Background: an optimization exercise with open tools, aiming at small area, a short achievable clock period and few clock cycles per item. Do not read the settings as production practice.
At most, simulation tests tie the RTL to the original design; equivalence was not proved.

Design pfs_softdec, start of the top module:
module pfs_softdec (
  input  wire        clk,
  input  wire        rst,
  input  wire        cmd_valid,
  output wire        cmd_ready,
  input  wire [15:0] cmd_len,
  input  wire [2:0]  cmd_ed,
  input  wire [1:0]  cmd_inner,
  input  wire [1:0]  cmd_outer,
  input  wire        in_valid,
  output wire        in_ready,
  input  wire [7:0]  in_data,
  output reg         out_valid,
  input  wire        out_ready,
  output reg  [7:0]  out_data,
  output reg         res_valid,
  output reg         res_ok
);
Size: roughly 1800 cells after synthesis, roughly 280 flip-flops, ~49 I/O pins, ~0.017 mm² of cells after synthesis.
Settings: LEC_CHECK=0, CAP_MARGIN=20, CORE_MARGIN=2, CORE_UTILIZATION=40, SLEW_MARGIN=20; clock period 14.0 ns.
standard.sh (not shown) runs the stock make flow with config.mk's settings and CLKGATE_MAP_FILE= SYNTH_SCRIPT=/design/flow/synth_recipe.tcl, a recipe that flattens the netlist after the stock synthesis.
==> flow/flow/run.sh <==
#!/bin/bash
# The standard layout (standard.sh, same synthesis, floorplan, power
# grid, placement, CTS and routing) with two changes in how it is made:
#  - the port buffers that buffer_ports inserts on every input and output
#    use buf_2 instead of the default cell;
#  - repair_timing aims for 10 ns of setup slack at the design's 14 ns
#    clock (the SDC and clock are unchanged).
set -o pipefail
export BUFFER_PORTS_ARGS="-buffer_cell sky130_fd_sc_hd__buf_2"
export SETUP_SLACK_MARGIN=10
bash standard.sh > standard.log 2>&1
The starting point completed with no timing, DRC or antenna violations.
Testbench counts at the start, summed over its fixed seeds: cycles 79,864, items 4,540.
==> next run, changes <==
CTS_BUF_LIST = sky130_fd_sc_hd__clkbuf_4 sky130_fd_sc_hd__clkbuf_8   (was default)
What happened: The changed run finished clean. Clock skew grows by 0.016 ns. Routed wire length grows by about 0.7%. Via count grows by 1.2%. Maximum frequency shrinks by 0.49%. Hold slack gets better by 0.0035 ns. Utilization grows by 0.45 points. First-iteration DRC count grows by 6.2%. Cell count grows by 1.7%. Clock-buffer cell count grows by 36.

========
Another version of the RTL of pfs_softdec (not shown whole).
Size: about 1,500 cells after synthesis, ~320 flip-flops, ~49 I/O pins.
export LEC_CHECK = 0
export CAP_MARGIN = 20
export CORE_MARGIN = 2
export CORE_UTILIZATION = 40
export CTS_CLUSTER_DIAMETER = 80
export CTS_CLUSTER_SIZE = 26
export SLEW_MARGIN = 20
create_clock -name core_clock -period 14.0 [get_ports {clk}]
Scripts as last shown in full above: flow/flow/run.sh
==> next run, changes <==
Settings changed: CTS_CLUSTER_DIAMETER 80 to 100, CTS_CLUSTER_SIZE 26 to 22.
Area after synthesis does not change.
Maximum frequency barely changes.
Cell count is about the same.
Worst hold slack gains 0.0035 ns.
Wire length shrinks by 0.89%.
Setup slack hardly moves.
Global-route usage hardly moves.
Die area is unchanged.
Cell area is about the same.
No functional check of the RTL was part of any run of this note.

========
Another version of the RTL of pfs_softdec (not shown whole).
Size: roughly 1700 cells after synthesis, roughly 270 flip-flops, about 49 I/O pins, roughly 17000 µm² of cells after synthesis.
make LEC_CHECK=0 CAP_MARGIN=20 CORE_MARGIN=2 CORE_UTILIZATION=40 SLEW_MARGIN=20 finish   # period 14.0 ns
run.sh (not shown) runs the stock make flow with config.mk's settings and CLKGATE_MAP_FILE= SYNTH_SCRIPT=/design/flow/synth_recipe.tcl, a recipe that flattens the netlist after the stock synthesis.
Stock flow here: none of the scripts above is used.
Testbench counts at the start, summed over its fixed seeds: cycles 79,864, items 4,540.
==> next run, changes <==
==> flow/flow/run.sh (new file) <==
#!/bin/bash
set -o pipefail
export BUFFER_PORTS_ARGS="-buffer_cell sky130_fd_sc_hd__buf_2"
bash standard.sh > standard.log 2>&1
==> flow/standard.sh (new file) <==
#!/bin/bash
# synth_recipe.tcl (not shown) runs the flow's synth.tcl, then flattens the netlist and writes it again
# the make line also repeats each setting of config.mk as NAME=value (left out here)
make -C /OpenROAD-flow-scripts/flow DESIGN_CONFIG=/design/flow/config.mk WORK_HOME=/design/flow/orfs CLKGATE_MAP_FILE= SYNTH_SCRIPT=/design/flow/synth_recipe.tcl "${@:-finish}"
removed: flow/run.sh
What happened: Count of clock-buffer cells in the layout went up by 3. Worst hold slack loses 0.0041 ns. Sequential share of layout area stays flat. Worst setup slack gains 0.38 ns. First-iteration DRC count went up by about 4%. Die area stays the same.

========
pfs_softdec, a different RTL version from the one above (not shown whole).
Size: ~320 flip-flops, roughly 49 I/O pins, roughly 16000 um2 of cells after synthesis.
export LEC_CHECK = 0
export CAP_MARGIN = 20
export CORE_MARGIN = 2
export CORE_UTILIZATION = 60
export CTS_CLUSTER_DIAMETER = 100
export CTS_CLUSTER_SIZE = 22
export SLEW_MARGIN = 20
create_clock -name core_clock -period 14.0 [get_ports {clk}]
standard.sh (not shown) runs the stock make flow with config.mk's settings and CLKGATE_MAP_FILE= SYNTH_SCRIPT=/design/flow/synth_recipe.tcl, a recipe that flattens the netlist after the stock synthesis.
==> flow/flow/run.sh <==
#!/bin/bash
# The standard layout (standard.sh, same synthesis, floorplan, power
# grid, placement, CTS and routing) with two changes in how it is made:
#  - the port buffers that buffer_ports inserts on every input and output
#    use buf_2 instead of the default cell;
#  - repair_timing aims for 10 ns of setup slack at the design's 14 ns
#    clock (the SDC and clock are unchanged).
set -o pipefail
export BUFFER_PORTS_ARGS="-buffer_cell sky130_fd_sc_hd__buf_2"
export SETUP_SLACK_MARGIN=10
bash standard.sh > standard.log 2>&1
The starting point finished with timing, DRC and antenna clean.
Testbench counts at the start, summed over its fixed seeds: cycles 80,564, items 4,540.
Rerun with:
- CORE_UTILIZATION: 60 -> 40
- The new run completed with no timing, DRC or antenna violations
- first-iteration DRC count goes up by about a fifth
- synthesized cell count stays the same
- non-clock buffer count goes down by 1
- core utilization goes down by 23 points

========
pfs_softdec, a different RTL version from the one above (not shown whole).
For scale: about 1,500 cells after synthesis, roughly 320 flip-flops.
==> flow/config.mk <==
export PLATFORM = sky130hd
export DESIGN_NAME = pfs_softdec
export DESIGN_NICKNAME = pfs_softdec
export VERILOG_FILES = /design/flow/design.v
export SDC_FILE = /design/flow/constraint.sdc
export NUM_CORES = 4
export LEC_CHECK = 0
export CAP_MARGIN = 20
export CORE_MARGIN = 2
export CORE_UTILIZATION = 40
export CTS_CLUSTER_DIAMETER = 100
export CTS_CLUSTER_SIZE = 30
export SLEW_MARGIN = 20
==> flow/constraint.sdc <==
create_clock -name core_clock -period 14.0 [get_ports {clk}]
set_input_delay 2.8000 -clock core_clock [delete_from_list [all_inputs] [get_ports {clk}]]
set_output_delay 2.8000 -clock core_clock [all_outputs]
set_load 0.01 [all_outputs]
Scripts as last shown in full above: flow/flow/run.sh
Testbench counts at the start, summed over its fixed seeds: cycles 80,756, items 4,540.
Next try:
--- a/flow/config.mk
+++ b/flow/config.mk
@@ -11,3 +11,3 @@
 export CTS_CLUSTER_DIAMETER = 100
-export CTS_CLUSTER_SIZE = 30
+export CTS_CLUSTER_SIZE = 22
 export SLEW_MARGIN = 20
Setup slack gains 0.015 ns.
Final cell count hardly moves.
Hold slack loses 0.0033 ns.
Synthesized cell count does not change.

## re-timing with driven ports
The results above use ideal ports. As a check the final layouts listed here were re-extracted and re-timed, cells and wires unchanged.
Step 1, drivers: a clkbuf_16 drives clk and a buf_2 each remaining input, both assumed.
Step 2 adds t to the input delays and takes it off the output delays; t is the mean of the earliest and latest rising clock arrival at the registers after step 1. Input paths then give back, and output paths get back, about the clock's delay inside the block.
a / b / c = ideal / step 1 / step 2; a / b = the first two.
| run | t, ns | setup slack, ns | worst setup path at the end | latest minus earliest clock arrival (ns) |
|---|---|---|---|---|
| the first run of note 1 | 0.609 | 10.080 / 10.030 / 9.629 | input to register | 0.012 / 0.011 |
| the second run of note 1 | 0.654 | 10.061 / 10.012 / 9.613 | input to register | 0.026 / 0.026 |
| the first run of note 2 | 0.578 | 10.043 / 9.992 / 9.522 | input to register | 0.038 / 0.039 |
| the second run of note 2 | 0.575 | 10.046 / 9.994 / 9.550 | input to register | 0.021 / 0.021 |
| the first run of note 3 | 0.607 | 9.446 / 9.395 / 9.011 | input to register | 0.025 / 0.025 |
| the second run of note 3 | 0.570 | 9.830 / 9.830 / 9.410 | input to register | 0.017 / 0.017 |
| the first run of note 4 | 0.560 | 9.833 / 9.835 / 9.275 | input to register | 0.014 / 0.014 |
| the second run of note 4 | 0.571 | 9.898 / 9.898 / 9.327 | input to register | 0.026 / 0.026 |
| the first run of note 5 | 0.569 | 10.054 / 9.999 / 9.612 | input to register | 0.035 / 0.035 |
| the second run of note 5 | 0.588 | 10.069 / 10.012 / 9.594 | input to register | 0.032 / 0.032 |
After both steps every run listed still meets setup and hold. The setup slack of the second run of note 4, which loses most, moves by 0.000 ns with the drivers and by -0.571 ns with both steps.
